From an optimization exercise on the open Yosys and OpenROAD flow, aimed at small area; shortcuts taken in it are not production practice. Only simulation tests tie the RTL to the original design; equivalence was not proved. Power is estimated from default activity; no workload was simulated. No driver is modelled on the clock port, so clocking that relies on it looks cheaper here than on a real chip.

### flow/config.mk
export PLATFORM = sky130hd
export DESIGN_NAME = dsrd_core
export DESIGN_NICKNAME = dsrd_core
export VERILOG_FILES = /design/flow/design.v
export SDC_FILE = /design/flow/constraint.sdc
export NUM_CORES = 8
export LEC_CHECK = 0
export CAP_MARGIN = 20
export CORE_MARGIN = 2
export CORE_UTILIZATION = 45
export CTS_CLUSTER_DIAMETER = 120
export CTS_CLUSTER_SIZE = 30
export GPL_TIMING_DRIVEN = 0
export PLACE_DENSITY = 0.6
export SLEW_MARGIN = 20
### flow/constraint.sdc
create_clock -name core_clock -period 10.0 [get_ports {clk}]
set_input_delay 2.0000 -clock core_clock [delete_from_list [all_inputs] [get_ports {clk}]]
set_output_delay 2.0000 -clock core_clock [all_outputs]
set_load 0.01 [all_outputs]
### flow/design.v
module dsrd_gamma (
    input  wire [7:0] din,
    output reg  [7:0] dout
);
    always @(*) begin
        case (din)
            8'd0: dout = 8'd0;
            8'd1: dout = 8'd0;
            8'd2: dout = 8'd0;
            8'd3: dout = 8'd0;
            8'd4: dout = 8'd0;
            8'd5: dout = 8'd0;
            8'd6: dout = 8'd0;
            8'd7: dout = 8'd0;
            8'd8: dout = 8'd0;
            8'd9: dout = 8'd0;
            8'd10: dout = 8'd0;
            8'd11: dout = 8'd0;
            8'd12: dout = 8'd0;
            8'd13: dout = 8'd0;
            8'd14: dout = 8'd0;
            8'd15: dout = 8'd1;
            8'd16: dout = 8'd1;
            8'd17: dout = 8'd1;
            8'd18: dout = 8'd1;
            8'd19: dout = 8'd1;
            8'd20: dout = 8'd1;
            8'd21: dout = 8'd1;
            8'd22: dout = 8'd1;
            8'd23: dout = 8'd1;
            8'd24: dout = 8'd1;
            8'd25: dout = 8'd2;
            8'd26: dout = 8'd2;
            8'd27: dout = 8'd2;
            8'd28: dout = 8'd2;
            8'd29: dout = 8'd2;
            8'd30: dout = 8'd2;
            8'd31: dout = 8'd2;
            8'd32: dout = 8'd3;
            8'd33: dout = 8'd3;
            8'd34: dout = 8'd3;
            8'd35: dout = 8'd3;
            8'd36: dout = 8'd3;
            8'd37: dout = 8'd4;
            8'd38: dout = 8'd4;
            8'd39: dout = 8'd4;
            8'd40: dout = 8'd4;
            8'd41: dout = 8'd5;
            8'd42: dout = 8'd5;
            8'd43: dout = 8'd5;
            8'd44: dout = 8'd5;
            8'd45: dout = 8'd6;
            8'd46: dout = 8'd6;
            8'd47: dout = 8'd6;
            8'd48: dout = 8'd6;
            8'd49: dout = 8'd7;
            8'd50: dout = 8'd7;
            8'd51: dout = 8'd7;
            8'd52: dout = 8'd8;
            8'd53: dout = 8'd8;
            8'd54: dout = 8'd8;
            8'd55: dout = 8'd9;
            8'd56: dout = 8'd9;
            8'd57: dout = 8'd9;
            8'd58: dout = 8'd10;
            8'd59: dout = 8'd10;
            8'd60: dout = 8'd11;
            8'd61: dout = 8'd11;
            8'd62: dout = 8'd11;
            8'd63: dout = 8'd12;
            8'd64: dout = 8'd12;
            8'd65: dout = 8'd13;
            8'd66: dout = 8'd13;
            8'd67: dout = 8'd13;
            8'd68: dout = 8'd14;
            8'd69: dout = 8'd14;
            8'd70: dout = 8'd15;
            8'd71: dout = 8'd15;
            8'd72: dout = 8'd16;
            8'd73: dout = 8'd16;
            8'd74: dout = 8'd17;
            8'd75: dout = 8'd17;
            8'd76: dout = 8'd18;
            8'd77: dout = 8'd18;
            8'd78: dout = 8'd19;
            8'd79: dout = 8'd19;
            8'd80: dout = 8'd20;
            8'd81: dout = 8'd20;
            8'd82: dout = 8'd21;
            8'd83: dout = 8'd22;
            8'd84: dout = 8'd22;
            8'd85: dout = 8'd23;
            8'd86: dout = 8'd23;
            8'd87: dout = 8'd24;
            8'd88: dout = 8'd25;
            8'd89: dout = 8'd25;
            8'd90: dout = 8'd26;
            8'd91: dout = 8'd26;
            8'd92: dout = 8'd27;
            8'd93: dout = 8'd28;
            8'd94: dout = 8'd28;
            8'd95: dout = 8'd29;
            8'd96: dout = 8'd30;
            8'd97: dout = 8'd30;
            8'd98: dout = 8'd31;
            8'd99: dout = 8'd32;
            8'd100: dout = 8'd33;
            8'd101: dout = 8'd33;
            8'd102: dout = 8'd34;
            8'd103: dout = 8'd35;
            8'd104: dout = 8'd35;
            8'd105: dout = 8'd36;
            8'd106: dout = 8'd37;
            8'd107: dout = 8'd38;
            8'd108: dout = 8'd39;
            8'd109: dout = 8'd39;
            8'd110: dout = 8'd40;
            8'd111: dout = 8'd41;
            8'd112: dout = 8'd42;
            8'd113: dout = 8'd43;
            8'd114: dout = 8'd43;
            8'd115: dout = 8'd44;
            8'd116: dout = 8'd45;
            8'd117: dout = 8'd46;
            8'd118: dout = 8'd47;
            8'd119: dout = 8'd48;
            8'd120: dout = 8'd49;
            8'd121: dout = 8'd49;
            8'd122: dout = 8'd50;
            8'd123: dout = 8'd51;
            8'd124: dout = 8'd52;
            8'd125: dout = 8'd53;
            8'd126: dout = 8'd54;
            8'd127: dout = 8'd55;
            8'd128: dout = 8'd56;
            8'd129: dout = 8'd57;
            8'd130: dout = 8'd58;
            8'd131: dout = 8'd59;
            8'd132: dout = 8'd60;
            8'd133: dout = 8'd61;
            8'd134: dout = 8'd62;
            8'd135: dout = 8'd63;
            8'd136: dout = 8'd64;
            8'd137: dout = 8'd65;
            8'd138: dout = 8'd66;
            8'd139: dout = 8'd67;
            8'd140: dout = 8'd68;
            8'd141: dout = 8'd69;
            8'd142: dout = 8'd70;
            8'd143: dout = 8'd71;
            8'd144: dout = 8'd73;
            8'd145: dout = 8'd74;
            8'd146: dout = 8'd75;
            8'd147: dout = 8'd76;
            8'd148: dout = 8'd77;
            8'd149: dout = 8'd78;
            8'd150: dout = 8'd79;
            8'd151: dout = 8'd81;
            8'd152: dout = 8'd82;
            8'd153: dout = 8'd83;
            8'd154: dout = 8'd84;
            8'd155: dout = 8'd85;
            8'd156: dout = 8'd87;
            8'd157: dout = 8'd88;
            8'd158: dout = 8'd89;
            8'd159: dout = 8'd90;
            8'd160: dout = 8'd91;
            8'd161: dout = 8'd93;
            8'd162: dout = 8'd94;
            8'd163: dout = 8'd95;
            8'd164: dout = 8'd97;
            8'd165: dout = 8'd98;
            8'd166: dout = 8'd99;
            8'd167: dout = 8'd100;
            8'd168: dout = 8'd102;
            8'd169: dout = 8'd103;
            8'd170: dout = 8'd105;
            8'd171: dout = 8'd106;
            8'd172: dout = 8'd107;
            8'd173: dout = 8'd109;
            8'd174: dout = 8'd110;
            8'd175: dout = 8'd111;
            8'd176: dout = 8'd113;
            8'd177: dout = 8'd114;
            8'd178: dout = 8'd116;
            8'd179: dout = 8'd117;
            8'd180: dout = 8'd119;
            8'd181: dout = 8'd120;
            8'd182: dout = 8'd121;
            8'd183: dout = 8'd123;
            8'd184: dout = 8'd124;
            8'd185: dout = 8'd126;
            8'd186: dout = 8'd127;
            8'd187: dout = 8'd129;
            8'd188: dout = 8'd130;
            8'd189: dout = 8'd132;
            8'd190: dout = 8'd133;
            8'd191: dout = 8'd135;
            8'd192: dout = 8'd137;
            8'd193: dout = 8'd138;
            8'd194: dout = 8'd140;
            8'd195: dout = 8'd141;
            8'd196: dout = 8'd143;
            8'd197: dout = 8'd145;
            8'd198: dout = 8'd146;
            8'd199: dout = 8'd148;
            8'd200: dout = 8'd149;
            8'd201: dout = 8'd151;
            8'd202: dout = 8'd153;
            8'd203: dout = 8'd154;
            8'd204: dout = 8'd156;
            8'd205: dout = 8'd158;
            8'd206: dout = 8'd159;
            8'd207: dout = 8'd161;
            8'd208: dout = 8'd163;
            8'd209: dout = 8'd165;
            8'd210: dout = 8'd166;
            8'd211: dout = 8'd168;
            8'd212: dout = 8'd170;
            8'd213: dout = 8'd172;
            8'd214: dout = 8'd173;
            8'd215: dout = 8'd175;
            8'd216: dout = 8'd177;
            8'd217: dout = 8'd179;
            8'd218: dout = 8'd181;
            8'd219: dout = 8'd182;
            8'd220: dout = 8'd184;
            8'd221: dout = 8'd186;
            8'd222: dout = 8'd188;
            8'd223: dout = 8'd190;
            8'd224: dout = 8'd192;
            8'd225: dout = 8'd194;
            8'd226: dout = 8'd196;
            8'd227: dout = 8'd197;
            8'd228: dout = 8'd199;
            8'd229: dout = 8'd201;
            8'd230: dout = 8'd203;
            8'd231: dout = 8'd205;
            8'd232: dout = 8'd207;
            8'd233: dout = 8'd209;
            8'd234: dout = 8'd211;
            8'd235: dout = 8'd213;
            8'd236: dout = 8'd215;
            8'd237: dout = 8'd217;
            8'd238: dout = 8'd219;
            8'd239: dout = 8'd221;
            8'd240: dout = 8'd223;
            8'd241: dout = 8'd225;
            8'd242: dout = 8'd227;
            8'd243: dout = 8'd229;
            8'd244: dout = 8'd231;
            8'd245: dout = 8'd234;
            8'd246: dout = 8'd236;
            8'd247: dout = 8'd238;
            8'd248: dout = 8'd240;
            8'd249: dout = 8'd242;
            8'd250: dout = 8'd244;
            8'd251: dout = 8'd246;
            8'd252: dout = 8'd248;
            8'd253: dout = 8'd251;
            8'd254: dout = 8'd253;
            8'd255: dout = 8'd255;
            default: dout = 8'd0;
        endcase
    end
endmodule
module dsrd_framepool (
    input  wire         clk,
    input  wire [191:0] wr_data,    
    input  wire [23:0]  wr_en,      
    input  wire [3:0]   rd_m,       
    input  wire [3:0]   rd_d,       
    output wire         rd_bit
);
    localparam W = 192;
    localparam N = 24;
    reg  [N*W-1:0] ring;
    wire [W-1:0]   last = ring[(N-1)*W +: W];
    wire [W-1:0]   entry;
    genvar c, m, d;
    generate
        for (c = 0; c < 24; c = c + 1) begin : g_col
            assign entry[c*8 +: 8] = wr_en[c] ? wr_data[c*8 +: 8] : last[c*8 +: 8];
        end
    endgenerate
    always @(posedge clk)
        ring <= {ring[(N-1)*W-1:0], entry};
    wire [11:0] by_m;
    generate
        for (m = 0; m < 12; m = m + 1) begin : g_m
            wire [W-1:0] st = ring[((2*m + 23) % 24)*W +: W];
            wire [15:0]  lane;
            for (d = 0; d < 16; d = d + 1) begin : g_d
                assign lane[d] = st[191 - 12*d - m];
            end
            assign by_m[m] = lane[rd_d];
        end
    endgenerate
    assign rd_bit = by_m[rd_m];
endmodule
module dsrd_core (
    input  wire       clk,
    input  wire       rst,         
    input  wire       tick,        
    input  wire       rx_valid,    
    input  wire [7:0] rx_data,
    output reg        sck,         
    output reg        lat,         
    output reg        blank,       
    output reg        drv_rst,     
    output reg        sda,         
    output reg  [7:0] row          
);
    localparam [2:0] S_HOLD   = 3'd0,    
                     S_PULSE  = 3'd1,    
                     S_SETTLE = 3'd2,    
                     S_SHIFT  = 3'd3,    
                     S_LAT0   = 3'd4,    
                     S_LAT1   = 3'd5,    
                     S_BEND   = 3'd6,    
                     S_IDLE   = 3'd7;    
    reg  [2:0]  state;
    reg  [3:0]  bm;           
    reg  [3:0]  bd;
    reg         hi;           
    reg  [2:0]  rowcnt;
    reg  [2:0]  lag_lo;       
    reg  [12:0] lag_hi;
    wire        running;      
    reg         bootf;        
    reg  [1:0]  cur_h, rx_h;    
    reg         next_v;
    reg         collecting;
    reg  [2:0]  wr_row;       
    reg  [4:0]  col_ptr;      
    reg         prev_rx;      
    reg         prev_pub;     
    reg  [4:0]  prev_lo;      
    reg  [1:0]  ph_f;         
    reg  [2:0]  ph_r;
    assign running = blank && (state[2] || state[1:0] == 2'b11);
    wire rx_go     = running && rx_valid;
    wire rx_sof    = rx_go && rx_data == 8'hFF;
    wire rx_store  = rx_go && rx_data != 8'hFF && collecting;
    wire publish   = rx_store && col_ptr == 5'd23 && wr_row == 3'd7;
    wire row_end   = (state == S_LAT1) && running;
    wire swap_req  = row_end && rowcnt == 3'd7;
    wire boot      = (state == S_BEND);
    wire [1:0] free_h     = 2'd3 - cur_h - rx_h;    
    wire [1:0] pub_next_h = publish ? rx_h   : free_h;
    wire       pub_next_v = publish ? 1'b1   : next_v;
    wire [1:0] pub_rx_h   = publish ? free_h : rx_h;
    wire       do_swap    = swap_req && pub_next_v;
    wire [1:0] pub_h      = next_v ? free_h : cur_h;   
    always @(posedge clk) begin
        if (rst || boot) begin
            collecting <= 1'b0;
            wr_row     <= 3'd0;
            col_ptr    <= 5'd0;
            prev_rx    <= 1'b0;
            prev_pub   <= 1'b0;
            prev_lo    <= 5'd24;
            cur_h      <= 2'd0;
            rx_h       <= 2'd1;
            next_v     <= 1'b0;
            bootf      <= 1'b1;
        end else begin
            if (rx_sof) begin
                collecting <= 1'b1;
                wr_row     <= 3'd0;
                col_ptr    <= 5'd0;
                prev_rx    <= 1'b0;
            end else if (rx_store) begin
                if (col_ptr == 5'd23) begin
                    col_ptr  <= 5'd0;
                    prev_rx  <= (wr_row != 3'd7);
                    prev_pub <= (wr_row == 3'd7);
                    prev_lo  <= 5'd0;
                    wr_row  <= wr_row + 3'd1;
                    if (wr_row == 3'd7)
                        collecting <= 1'b0;
                end else begin
                    col_ptr <= col_ptr + 5'd1;
                    if (col_ptr == prev_lo)
                        prev_lo <= prev_lo + 5'd1;
                end
            end
            rx_h <= pub_rx_h;
            if (do_swap) begin
                cur_h  <= pub_next_h;
                next_v <= 1'b0;
                bootf  <= 1'b0;
            end else
                next_v <= pub_next_v;
        end
    end
    wire [7:0] gamma_data;
    dsrd_gamma u_gamma (
        .din  (rx_data),
        .dout (gamma_data)
    );
    always @(posedge clk) begin
        if (rst) begin
            ph_f <= 2'd0;
            ph_r <= 3'd0;
        end else begin
            ph_r <= ph_r + 3'd1;
            if (ph_r == 3'd7)
                ph_f <= (ph_f == 2'd2) ? 2'd0 : ph_f + 2'd1;
        end
    end
    wire m_cur  = (ph_f == rx_h)   && (ph_r == wr_row);
    wire m_prev = prev_rx  ? (ph_f == rx_h)  && (ph_r == wr_row - 3'd1)
                : prev_pub && (ph_f == pub_h) && (ph_r == 3'd7);
    reg  [191:0] rowbuf;
    wire [23:0]  xfer;
    genvar c;
    generate
        for (c = 0; c < 24; c = c + 1) begin : g_rb
            always @(posedge clk)
                if (rx_store && col_ptr == c)
                    rowbuf[c*8 +: 8] <= gamma_data;
            assign xfer[c] = m_cur || (c >= prev_lo && m_prev);
        end
    endgenerate
    wire rd_bit;
    dsrd_framepool u_pool (
        .clk     (clk),
        .wr_data (rowbuf),
        .wr_en   (xfer),
        .rd_m    (bm),
        .rd_d    (bd),
        .rd_bit  (rd_bit)
    );
    wire lag_cy = tick && lag_lo == 3'd7;
    wire [12:0] lag_x = lag_hi ^ {13{row_end}};
    wire [12:0] lag_t;
    assign lag_t[0] = 1'b1;
    genvar k;
    generate
        for (k = 1; k < 13; k = k + 1) begin : g_lag
            assign lag_t[k] = lag_t[k-1] & lag_x[k-1];
        end
    endgenerate
    always @(posedge clk) begin
        if (rst || boot) begin
            lag_lo <= 3'd0;
            lag_hi <= 13'd0;
        end else begin
            if (tick)
                lag_lo <= lag_lo + 3'd1;
            if (lag_cy != row_end)
                lag_hi <= lag_hi ^ lag_t;
        end
    end
    wire at_slot  = (ph_f == cur_h) && (ph_r == rowcnt);
    wire bit_wrap = (bm == 4'd0) && (bd == 4'd0);    
    wire data_bit = running ? (rd_bit & ~bootf) : 1'b1;
    always @(posedge clk) begin
        if (rst) begin
            state   <= S_HOLD;
            bm      <= 4'd0;
            bd      <= 4'd0;
            hi      <= 1'b0;
            rowcnt  <= 3'd0;
            sck     <= 1'b0;
            lat     <= 1'b1;
            blank   <= 1'b1;
            drv_rst <= 1'b1;
            sda     <= 1'b0;
            row     <= 8'd0;
        end else begin
            case (state)
                S_HOLD: if (tick) begin
                    drv_rst <= 1'b0;
                    state   <= S_PULSE;
                end
                S_PULSE: if (tick) begin
                    drv_rst <= 1'b1;
                    state   <= S_SETTLE;
                end
                S_SETTLE: if (tick) begin           
                    if (bm == 4'd3) begin
                        bm    <= 4'd0;
                        blank <= 1'b0;
                        bd    <= 4'd4;       
                        hi    <= 1'b0;
                        state <= S_SHIFT;
                    end else
                        bm <= bm + 4'd1;
                end
                S_SHIFT: begin
                    if (!hi) begin
                        if (bit_wrap) begin
                            sck <= 1'b0;
                            if (running) begin
                                row   <= 8'd1 << rowcnt;
                                state <= S_LAT0;
                            end else begin
                                lat   <= 1'b0;
                                state <= S_LAT1;
                            end
                        end else begin
                            sck <= 1'b0;
                            sda <= data_bit;
                            hi  <= 1'b1;
                            if (running && bm == 4'd8 && bd == 4'd10)    
                                row <= 8'd0;
                        end
                    end else begin
                        sck <= 1'b1;
                        hi  <= 1'b0;
                        if (bm == 4'd11) begin
                            bm <= 4'd0;
                            bd <= bd + 4'd1;
                        end else
                            bm <= bm + 4'd1;
                    end
                end
                S_LAT0: begin
                    lat   <= 1'b0;
                    state <= S_LAT1;
                end
                S_LAT1: begin
                    lat <= 1'b1;
                    if (running) begin
                        rowcnt <= rowcnt + 3'd1;
                        state  <= S_IDLE;
                    end else
                        state  <= S_BEND;
                end
                S_BEND: begin
                    blank  <= 1'b1;
                    rowcnt <= 3'd0;
                    state  <= S_IDLE;
                end
                default: if (!lag_hi[12] && at_slot) begin    
                    sda   <= data_bit;                        
                    hi    <= 1'b1;
                    state <= S_SHIFT;
                end
            endcase
        end
    end
endmodule
### flow/flow/run.sh
#!/bin/bash
# The standard layout (standard.sh, standard synthesis), with two changes:
# the clock tree is built without dummy loads and with its own clustering, and
# the port buffers are buf_1 cells. The ORFS output goes to standard.log.
set -e
export CTS_ARGS="-sink_clustering_enable -repair_clock_nets -sink_clustering_size 32 -sink_clustering_max_diameter 100 -dont_use_dummy_load -tree_buf sky130_fd_sc_hd__clkbuf_8"
export BUFFER_PORTS_ARGS="-buffer_cell sky130_fd_sc_hd__buf_1"
bash standard.sh > standard.log 2>&1
### flow/standard.sh
#!/bin/bash
# synth_recipe.tcl (not shown) runs the flow's synth.tcl, then flattens the netlist and writes it again
# the make line also repeats each setting of config.mk as NAME=value (left out here)
make -C /OpenROAD-flow-scripts/flow DESIGN_CONFIG=/design/flow/config.mk WORK_HOME=/design/flow/orfs CLKGATE_MAP_FILE= SYNTH_SCRIPT=/design/flow/synth_recipe.tcl "${@:-finish}"
==> flow_metrics.env, run 1 <==
export IMPL_critPathTopFamily="buffers and inverters"
export IMPL_worst_ep_arrival_time_ns=6.26
export IMPL_max_freq_mhz=180
export IMPL_hold_viol_final=0
export IMPL_vias_per_cell=4.19
export IMPL_ys_seq_area_share_pct=92.4
export IMPL_cts_buffer_depth=3
export IMPL_slew_headroom_pct=27.8
export IMPL_synth_top_area_share_pct=87.0
export IMPL_dieArea_sq_um=243000
export IMPL_ys_top_cells_by_count="dfxtp_1 (4679), mux2_2 (193), edfxtp_1 (192)"
export IMPL_async_reset_ff_share_pct=0
export IMPL_rsz0062_at_grt="no"
export IMPL_worst_ir_drop_vdd_v=0.000172
export IMPL_port_buffers=21
export IMPL_p_leak_nw=45.1
export IMPL_min_period_ns=5.57
export IMPL_synthMostInstantiatedCell="dfxtp_1"
export IMPL_period_share_pct=55.7
export IMPL_cpPeakStageDelay_ns=0.54
export IMPL_reg2reg_depth=9
export IMPL_syn_area_sq_um=108000
export IMPL_routed_wl_um=160000
export IMPL_vias=39200
export IMPL_r2r_end="sda"
export IMPL_status="no timing/DRC/antenna violations"
export IMPL_dpl_cell_area_sq_um=112000
export IMPL_num_rows=179
export IMPL_cts_tree="built"
export IMPL_drt_iter0_markers=2237
export IMPL_slowest_stage="a2111oi_0"
export IMPL_setup_viol=0
export IMPL_worst_setup_path_start_kind="input port"
export IMPL_synth_cell_types=70
export IMPL_die_height_um=493
export IMPL_grt_pass1_wl_um=237000
export IMPL_fin_area_sq_um=117000
export IMPL_firstDrtPassIters=5
export IMPL_synth_area_per_cell_sq_um=18.1
export IMPL_cp_max_fo=10
export IMPL_layout_nets=6237
export IMPL_clkLatencyLatePin_ns=0.90
export IMPL_root_buffer="clkbuf_16"
export IMPL_cts_clk_slew_worst_paths_ns=0.11
export IMPL_core_area_sq_um=238000
export IMPL_cts_sinks=4871
export IMPL_die_width_um=493
export IMPL_criticalPathCategory="in2reg"
export IMPL_worstHoldPathType="reg2reg"
export IMPL_cts_resized=0
export IMPL_synth_seq_cells=4871
export IMPL_synth_warnings=3
export IMPL_place_ws_ns=3.53
export IMPL_fill_cells=19600
export IMPL_tightest_slew_ns=1.08
export IMPL_holdBufCountCts=0
export IMPL_worstHoldStart="u_pool.ring[3066]"
export IMPL_synthCells=5951
export IMPL_regToRegSetupSlack_ns=5.58
export IMPL_maxCapViolations=0
export IMPL_h_tree_depth=4
export IMPL_min_path_cells=0
export IMPL_grt_overflow_total=0
export IMPL_numCtsBuffers=172
export IMPL_drc=0
export IMPL_clock_skew_ns=0.0884
export IMPL_syn_to_final_growth_pct=8.26
export IMPL_postRouteAntennaNets=0
export IMPL_start_util_pct=45.2
export IMPL_gp_congestion=0.810
export IMPL_fin_setup_tns_ns=0
export IMPL_grt_pass1_vias=38200
export IMPL_worstPathCellList="buf_1, clkbuf_1, inv_1, ha_1, clkbuf_1, nand2b_1, a21oi_1, a2111oi_0, a221oi_1, nand2_1, o31ai_1, a21oi_4, buf_16, buf_16"
export IMPL_fin_util_pct=49.0
export IMPL_hold_path_end="u_pool.ring[3258]"
export IMPL_cp_end_kind="flip-flop"
export IMPL_post_cts_setup_buffers=0
export IMPL_power_density_nw_per_um2=242
export IMPL_antenna_found_initial=14
export IMPL_ys_flop_type="dfxtp_1"
export IMPL_drive_above_1_share_pct=8.44
export IMPL_required_ns=10.69
export IMPL_grt_usage_pct=13.1
export IMPL_grt_max_degree=33
export IMPL_final_setup_worst_slack_ns=4.43
export IMPL_wire_per_inst_um=17.1
export IMPL_drv_slew=0
export IMPL_syn_nets=6002
export IMPL_ys_top_cells_by_area="dfxtp_1 (87%), edfxtp_1 (5.4%), mux2_2 (2.0%), mux4_2 (1.0%), ha_1 (0.45%)"
export IMPL_hpwl_um=100000
export IMPL_yosys_area_top_type="dfxtp_1"
export IMPL_cp_num_buf_inv=6
export IMPL_io_pin_count=25
export IMPL_synth_edf_count=192
export IMPL_r2r_start="bd[1]"
==> cell usage in the layout (no fill, tap or decap), types with 20 or more instances in the layout <==
cell and count:
xor2_1 20, mux2_2 193, a21oi_1 68, dfxtp_1 4679, inv_1 35, xnor2_1 31, ha_1 39, nor3_1 31
buf_2 32, clkbuf_16 156, buf_1 30, mux2i_1 22, clkbuf_1 54, edfxtp_1 192, nand2_1 104, nor2_1 100
o21ai_0 47, nand3_1 31, mux4_2 48
==> registers in the layout, indices dropped and copies added, names as in the netlist, 2 cells and up <==
| name | count |
|---|---|
| lag_lo | 3 |
| bm | 4 |
| rx_h | 2 |
| prev_lo | 5 |
| state | 3 |
| ph_f | 2 |
| u_pool.ring | 4608 |
| col_ptr | 5 |
| rowcnt | 3 |
| ph_r | 3 |
| cur_h | 2 |
| wr_row | 3 |
| row | 8 |
| lag_hi | 13 |
| bd | 4 |
| rowbuf | 192 |
==> worst max path at each step <==
stage / from / to / slack [ns] / cells past startpoint
floorplan: rx_data[2] / rowbuf[0] / 4.76 / 9
global placement: rx_data[3] / rowbuf[77] / -3.77 / 7
detailed placement: rx_data[1] / rowbuf[105] / 3.53 / 14
CTS: rx_data[1] / rowbuf[145] / 4.49 / 14
global route: rx_data[1] / rowbuf[145] / 4.26 / 14
finish: rx_data[1] / rowbuf[145] / 4.43 / 14
==> power breakdown <==
part | leakage (nW) | internal, mW | switching [mW]
Clock | 2.04 | 2.94 | 5.11
Sequential | 39.4 | 19.7 | 0.0660
Combinational | 3.63 | 0.102 | 0.193
Total | 45.1 | 22.8 | 5.36
==> area by class of cell <==
class                   count  area [sq um]  share of cell area, %
diodes                      7          17.5                 0.0150
plain buffers              85           347                  0.297
clock buffers             172          4120                   3.54
inverters                  35           131                  0.113
multi-input cells         960          7880                   6.76
flip-flops and latches   4871         99400                   85.3
well taps                3167          3960                   3.40
repair buffers             61           621                  0.533
==> cell families (layout without fill, tap and decap cells) <==
group	Yosys count	in the layout	synth area share (%)
compound gates	224	224	1.38
xor+xnor	51	51	0.415
fa+ha+maj	39	39	0.453
buf+inv	120	353	0.441
flops	4871	4871	92.4
mux	264	264	3.25
other cells	0	7	0
simple gates	382	382	1.68
==> per-layer routing <==
layer	global-route usage [%]	part of all wire [%]	vias to the layer above
li1	-	-	19400
met1	19.6	52	19100
met2	19.1	42	454
met3	2.09	3.2	244
met4	4.73	3.1	0
met5	0	0	-
==> per-stage QoR <==
stage	instances	total power, mW	hold WS [ns]
finish	9358	28.2	0.252
global route	9352	29.1	0.262
CTS	9351	28.4	0.252
detailed placement	9179	20.6	0.312
global placement	9139	20.5	0.310
floorplan	5951	20.4	0.310
==> run 2, diff against run 1 <==
--- a/flow/config.mk
+++ b/flow/config.mk
@@ -10,6 +10,5 @@
 export CORE_UTILIZATION = 45
 export CTS_CLUSTER_DIAMETER = 120
 export CTS_CLUSTER_SIZE = 30
-export GPL_TIMING_DRIVEN = 0
 export PLACE_DENSITY = 0.6
 export SLEW_MARGIN = 20
==> run 2 against run 1 <==
Effect of this change:
- still clean on timing, DRC and antenna
- via count shrank 1.8%
- non-clock buffer count shrank 94
- clock skew up 0.040 ns
- die area unchanged
- final cell count shrank 0.88%
- flip-flop and latch count unchanged
- sequential power about the same
- utilization shrank 0.28 points
- synthesized cell count unchanged
- clock power about the same
- first-iteration DRC count up 2.7%
- highest routed layer unchanged
==> flow_metrics.env, run 2 <==
export IMPL_power_density_nw_per_um2=243
export IMPL_yosys_area_top_type="dfxtp_1"
export IMPL_setup_viol=0
export IMPL_worst_hold_slack_ns=0.235
export IMPL_p_seq_share_pct=70.5
export IMPL_synth_seq_cells=4871
export IMPL_vias=38500
export IMPL_maxCapViolations=0
export IMPL_p_int_mw=22.8
export IMPL_io_pin_count=25
export IMPL_top_register="u_pool.ring"
export IMPL_ys_top_cells_by_count="dfxtp_1 (4679), mux2_2 (193), edfxtp_1 (192)"
export IMPL_grt_use_met3_pct=1.93
export IMPL_met1_usage_pct=19.7
export IMPL_swShare_pct=19.0
export IMPL_synth_compound_area_share_pct=1.38
export IMPL_async_reset_ff_share_pct=0
export IMPL_synth_warnings=3
export IMPL_num_rows=179
export IMPL_fin_cells=9276
export IMPL_synthCells=5951
export IMPL_h_tree_depth=4
export IMPL_synth_xor_area_share_pct=0.415
export IMPL_worst_ep_arrival_time_ns=5.28
export IMPL_max_freq_mhz=207
export IMPL_comb_power_share_pct=0.9
export IMPL_cts_resized=0
export IMPL_firstDrtPassIters=5
export IMPL_grt_overflow_total=0
export IMPL_cpPeakStageDelay_ns=0.93
export IMPL_syn_nets=6002
export IMPL_holdBufCountCts=0
export IMPL_fin_setup_tns_ns=0
export IMPL_p_leak_nw=44.8
export IMPL_tightest_slew_ns=1.02
export IMPL_hpwl_um=103000
export IMPL_cts_sinks=4871
export IMPL_synth_top_family_by_area="multiplexers"
export IMPL_synth_cell_types=70
export IMPL_p_total_mw=28.1
export IMPL_cts_tree="built"
export IMPL_ys_seq_area_share_pct=92.4
export IMPL_rsz0062_at_grt="no"
export IMPL_numCtsBuffers=173
export IMPL_core_area_sq_um=238000
export IMPL_hold_viol_final=0
export IMPL_grt_usage_pct=13.0
export IMPL_root_buffer="clkbuf_16"
export IMPL_grt_pass1_vias=37000
export IMPL_grt_pass1_wl_um=234000
export IMPL_synth_edf_count=192
export IMPL_power_frac_clock_pct=28.7
export IMPL_routed_wl_um=159000
export IMPL_drive_above_1_share_pct=7.88
export IMPL_dp_cells=9085
export IMPL_synthMostInstantiatedCell="dfxtp_1"
export IMPL_postRouteAntennaNets=0
export IMPL_synth_area_per_cell_sq_um=18.1
export IMPL_fin_util_pct=48.7
export IMPL_worstHoldPathType="reg2reg"
export IMPL_busiest_layer="met1"
export IMPL_drt_iter0_markers=2297
export IMPL_synth_top_area_share_pct=87.0
export IMPL_synth_simple_area_share_pct=1.68
export IMPL_port_buffers=24
export IMPL_period_share_pct=48.2
export IMPL_synth_adder_area_share_pct=0.453
export IMPL_clock_skew_ns=0.128
export IMPL_wire_per_inst_um=17.2
export IMPL_grtUsageMet2_pct=19.3
export IMPL_min_period_ns=4.82
export IMPL_start_util_pct=45.2
export IMPL_final_cell_mix="dfxtp_1 (4677), mux2_2 (193), edfxtp_1 (192)"
export IMPL_syn_area_sq_um=108000
export IMPL_cts_clk_slew_worst_paths_ns=0.11
export IMPL_antenna_found_initial=22
export IMPL_vias_per_cell=4.15
export IMPL_synth_mux_area_fraction_pct=3.25
export IMPL_clkLatencyLatePin_ns=0.90
export IMPL_reg_top3="u_pool.ring: 4608 flops, rowbuf: 192 flops, lag_hi: 13 flops"
export IMPL_required_ns=10.46
export IMPL_gp_congestion=0.796
export IMPL_power_net_switching_mw=5.36
export IMPL_grt_max_degree=42
export IMPL_slew_headroom_pct=31.6
export IMPL_dieArea_sq_um=243000
export IMPL_cts_buffer_depth=3
export IMPL_ys_flop_type="dfxtp_1"
export IMPL_status="no timing/DRC/antenna violations"
export IMPL_crit_top_cell="o21ai_0"
export IMPL_ys_top_cells_by_area="dfxtp_1 (87%), edfxtp_1 (5.4%), mux2_2 (2.0%), mux4_2 (1.0%), ha_1 (0.45%)"
export IMPL_worst_setup_path_start_kind="input port"
export IMPL_worstPathCellList="buf_1, inv_1, ha_1, nand2b_1, nand2_1, nor2_1, o21ai_0, o21ai_0, mux2i_1, mux4_2"
export IMPL_slowest_stage="mux4_2"
export IMPL_post_cts_setup_buffers=0
export IMPL_worst_ir_drop_vdd_v=0.000169
export IMPL_syn_to_final_growth_pct=7.64
export IMPL_die_height_um=493
export IMPL_final_common_cell="dfxtp_1"
export IMPL_die_width_um=493
export IMPL_drv_slew=0
export IMPL_largest_reg_flops=4608
export IMPL_layout_nets=6144
export IMPL_cp_max_fo=24
export IMPL_cp_end_kind="flip-flop"
export IMPL_drc=0
export IMPL_criticalPathCategory="in2reg"
[run 2: cell counts after synthesis]
Identical to the previous run, type by type.
[run 2: kinds of logic (layout without fill, tap and decap cells)]
logic type                 after synthesis  after routing
muxes                                  264            264
xor gates and xnor gates                51             51
adders and majority gates               39             39
buffers and inverters                  120            260
and+or+nand+nor                        382            382
AOI/OAI and AO/OA                      224            224
DFF                                   4871           4871
other                                    0             18
[run 2: power by group through the flow]
| stage | logic [mW] | clock network [mW] | registers, mW |
|---|---|---|---|
| 2_1_floorplan | 0.128 | 0 | 20.2 |
| 6_report | 0.243 | 8.07 | 19.8 |
| 4_1_cts | 0.250 | 8.34 | 19.8 |
| 3_5_place_dp | 0.248 | 0 | 20.3 |
| 5_1_grt | 0.264 | 9.01 | 19.9 |
| 3_3_place_gp | 0.246 | 0 | 20.3 |
[run 2: area by class of cell]
type / instances / area [sq um]
multi-input cells: 960 / 7800
well taps: 3167 / 3960
flip-flops and latches: 4871 / 99400
inverters: 35 / 131
clock buffers: 173 / 4150
fillers: 19700 / 122000
repair buffers: 52 / 323
diodes: 18 / 45.0
[run 2: final timing paths]
kind	start	to	slack, ns	cells past startpoint
max	rx_data[0]	rowbuf[26]	5.18	10
min	u_pool.ring[2885]	u_pool.ring[3077]	0.24	0
max reg2reg	bd[0]	sda	6.34	7
min reg2reg	u_pool.ring[2885]	u_pool.ring[3077]	0.24	0
[run 2: critical path: cells and delay by family]
kind / cells / cell delay [ns]
compound gates: 2 / 0.22
fa+ha+maj: 1 / 0.64
buf+inv: 2 / 0.79
mux: 2 / 1.16
simple gates: 3 / 0.42
[run 2: layer usage]
metal | share of wire (%) | vias to the layer above
met2 | 42 | 415
met3 | 2.9 | 205
met4 | 2.4 | 0
met1 | 52 | 18600
li1 | - | 19300
met5 | 0 | -
[run 2: metrics by stage]
step | cell area, sq um | setup slack [ns]
after global placement | 112000 | 4.19
final | 116000 | 5.18
after CTS | 116000 | 5.11
after floorplan | 108000 | 4.76
after global routing | 116000 | 4.90
after detailed placement | 112000 | 4.22
==> run 3, diff against run 2 <==
==> flow/run.sh (new file) <==
#!/bin/bash
# synth_recipe.tcl (not shown) runs the flow's synth.tcl, then flattens the netlist and writes it again
# the make line also repeats each setting of config.mk as NAME=value (left out here)
make -C /OpenROAD-flow-scripts/flow DESIGN_CONFIG=/design/flow/config.mk WORK_HOME=/design/flow/orfs CLKGATE_MAP_FILE= SYNTH_SCRIPT=/design/flow/synth_recipe.tcl finish
removed: flow/flow/run.sh
removed: flow/standard.sh
==> run 3 against run 2 <==
Effect of this change:
- routed wire length is 0.84% higher
- sequential power is essentially flat
- still clean on timing, DRC and antenna
- maximum frequency fell by 5.5%
- via count up 1.3%
- final cell count is 0.52% higher
==> flow_metrics.env, run 3 <==
export IMPL_synth_edf_count=192
export IMPL_synth_cell_types=70
export IMPL_min_period_ns=5.10
export IMPL_reg_top3="u_pool.ring: 4608 flops, rowbuf: 192 flops, lag_hi: 13 flops"
export IMPL_cts_tree="built"
export IMPL_final_cell_mix="dfxtp_1 (4677), mux2_2 (193), edfxtp_1 (192)"
export IMPL_max_freq_mhz=196
export IMPL_syn_area_sq_um=108000
export IMPL_io_pin_count=25
export IMPL_grt_max_degree=56
export IMPL_yosys_area_top_type="dfxtp_1"
export IMPL_worst_setup_path_start_kind="input port"
export IMPL_drt_iter0_markers=2291
export IMPL_worstHoldPathType="reg2reg"
export IMPL_firstDrtPassIters=5
export IMPL_status="no timing/DRC/antenna violations"
export IMPL_power_density_nw_per_um2=246
export IMPL_num_rows=179
export IMPL_routed_wl_um=161000
export IMPL_cp_end_kind="flip-flop"
export IMPL_layout_nets=6156
export IMPL_place_ws_ns=3.98
export IMPL_synth_area_per_cell_sq_um=18.1
export IMPL_cpPeakStageDelay_ns=0.81
export IMPL_ys_flop_type="dfxtp_1"
export IMPL_cts_buffer_depth=3
export IMPL_postRouteAntennaNets=0
export IMPL_die_width_um=493
export IMPL_slowest_stage="clkdlybuf4s50_1"
export IMPL_clkLatencyLatePin_ns=0.86
export IMPL_min_path_cells=0
export IMPL_r2r_end="sda"
export IMPL_die_height_um=493
export IMPL_dp_cells=9089
export IMPL_start_util_pct=45.2
export IMPL_synth_top_area_share_pct=87.0
export IMPL_vias_per_cell=4.18
export IMPL_final_setup_worst_slack_ns=4.90
export IMPL_holdBufCountCts=0
export IMPL_worstHoldStart="u_pool.ring[3142]"
export IMPL_async_reset_ff_share_pct=0
export IMPL_drive_above_1_share_pct=8.28
export IMPL_grt_usage_pct=13.1
export IMPL_gp_congestion=0.773
export IMPL_reg2reg_depth=8
export IMPL_grt_overflow_total=0
export IMPL_setup_viol=0
export IMPL_ys_seq_area_share_pct=92.4
export IMPL_syn_to_final_growth_pct=8.55
export IMPL_grt_pass1_vias=37400
export IMPL_cp_max_fo=13
export IMPL_required_ns=10.69
export IMPL_vias=39000
export IMPL_fin_setup_tns_ns=0
export IMPL_tightest_slew_ns=1.04
export IMPL_wire_per_inst_um=17.2
export IMPL_criticalPathCategory="in2reg"
export IMPL_hpwl_um=103000
export IMPL_synthMostInstantiatedCell="dfxtp_1"
export IMPL_fin_util_pct=49.1
export IMPL_worstPathCellList="clkdlybuf4s50_1, inv_1, ha_1, nand2b_1, a21oi_1, a2111oi_0, a221oi_1, nand2_1, o31ai_1, a21oi_4, buf_16"
export IMPL_top_register="u_pool.ring"
export IMPL_cts_sinks=4871
export IMPL_root_buffer="clkbuf_16"
export IMPL_post_cts_setup_buffers=0
export IMPL_dieArea_sq_um=243000
export IMPL_port_buffers=24
export IMPL_synthCells=5951
export IMPL_p_leak_nw=45.2
export IMPL_grt_pass1_wl_um=237000
export IMPL_worst_ir_drop_vdd_v=0.000153
export IMPL_slew_headroom_pct=30.8
export IMPL_cts_resized=0
export IMPL_h_tree_depth=4
export IMPL_syn_nets=6002
export IMPL_drv_slew=0
export IMPL_antenna_found_initial=21
export IMPL_numCtsBuffers=181
export IMPL_cts_clk_slew_worst_paths_ns=0.10
export IMPL_final_common_cell="dfxtp_1"
export IMPL_hold_viol_final=0
export IMPL_worst_ep_arrival_time_ns=5.80
export IMPL_clock_skew_ns=0.0333
export IMPL_maxCapViolations=0
export IMPL_hold_path_end="u_pool.ring[3334]"
export IMPL_synth_seq_cells=4871
export IMPL_synth_warnings=3
export IMPL_core_area_sq_um=238000
export IMPL_largest_reg_flops=4608
export IMPL_fin_cells=9324
export IMPL_rsz0062_at_grt="no"
export IMPL_ys_top_cells_by_area="dfxtp_1 (87%), edfxtp_1 (5.4%), mux2_2 (2.0%), mux4_2 (1.0%), ha_1 (0.45%)"
export IMPL_p_total_mw=28.8
export IMPL_period_share_pct=51.0
export IMPL_r2r_start="bd[0]"
export IMPL_ys_top_cells_by_count="dfxtp_1 (4679), mux2_2 (193), edfxtp_1 (192)"
export IMPL_drc=0
export IMPL_regToRegSetupSlack_ns=6.15
run 3: cell counts after synthesis:
No cell type changed its count.
run 3: layout make-up:
class / instances / area, sq um
antenna: 11 / 27.5
inverter: 35 / 131
timing repair buffer: 56 / 500
tap: 3167 / 3960
sequential: 4871 / 99400
fill: 19700 / 121000
clock inverter: 16 / 282
clock buffer: 208 / 4680
multi-input combinational: 960 / 7800
run 3: worst max-delay path by stage:
stage	startpoint	end	slack, ns	cells past startpoint
after CTS	rx_data[0]	rowbuf[17]	4.90	11
after detailed placement	rx_data[0]	rowbuf[185]	3.98	11
after global placement	rx_data[0]	rowbuf[185]	3.59	10
after floorplan	rx_data[2]	rowbuf[0]	4.76	9
after global routing	rx_data[0]	rowbuf[17]	4.64	11
final	rx_data[0]	rowbuf[17]	4.90	11
run 3: cells by family after synthesis:
family                     Yosys count  share of synthesized area [%]
AOI/OAI and AO/OA                  224                           1.38
muxes                              264                           3.25
xor gates and xnor gates            51                          0.415
adders and majority gates           39                          0.453
DFF                               4871                           92.4
buffers and inverters              120                          0.441
and+or+nand+nor                    382                           1.68
run 3: routing by layer:
layer	share of wire, %	wire length (um)	global-route usage [%]	up-vias
met3	3.5	5600	2.10	214
met1	52	83300	19.8	19000
li1	-	-	-	19300
met5	0.0081	13	0	-
met2	42	67700	19.4	519
met4	2.5	4030	4.10	2
run 3: report_power, final:
part | switching (mW) | internal, mW | total [mW]
clock | 5.30 | 3.40 | 8.70
sequential | 0.0782 | 19.7 | 19.8
combinational | 0.161 | 0.0822 | 0.243
total | 5.54 | 23.2 | 28.8
run 3: worst max-delay path, delay by kind of cell:
family	cells	cell delay [ns]
AOI/OAI and AO/OA	5	1.49
adders and majority gates	1	0.65
buffers and inverters	3	1.31
and+or+nand+nor	2	0.31
run 3: per-stage QoR:
stage          instance area (sq um)  hold slack [ns]
2_1_floorplan                 108000            0.310
3_3_place_gp                  112000            0.309
3_5_place_dp                  112000            0.312
4_1_cts                       117000            0.303
5_1_grt                       117000            0.298
6_report                      117000            0.308

-- port drivers added, routing unchanged --
In the flow no input, the clock included, has a driving cell. The finished layouts below were timed again as built, in two steps.
Step 1 assumes that a clkbuf_16 drives the clock port and a buf_2 every other input.
Step 2 also shifts input and output timing later by t, the mid clock arrival at the registers, as if the neighbouring blocks saw the same clock.
a / b / c = ideal / step 1 / step 2; a / b = the first two.
run	t (ns)	setup slack, ns	hold WS [ns]	clock arrival spread, ns	slew at the worst register clock pin (ns)
run 1	0.921	4.429 / 4.492 / 3.571	0.252 / 0.252 / 0.252	0.139 / 0.139	0.12 / 0.12
run 2	0.901	5.180 / 5.244 / 4.343	0.235 / 0.235 / 0.235	0.178 / 0.178	0.12 / 0.12
run 3	0.928	4.899 / 4.960 / 4.032	0.308 / 0.308 / 0.308	0.037 / 0.038	0.12 / 0.12
After both steps every run listed still meets setup and hold. For run 3, which loses most, drivers alone change the setup slack by +0.061 ns; drivers and shift together by -0.867 ns.
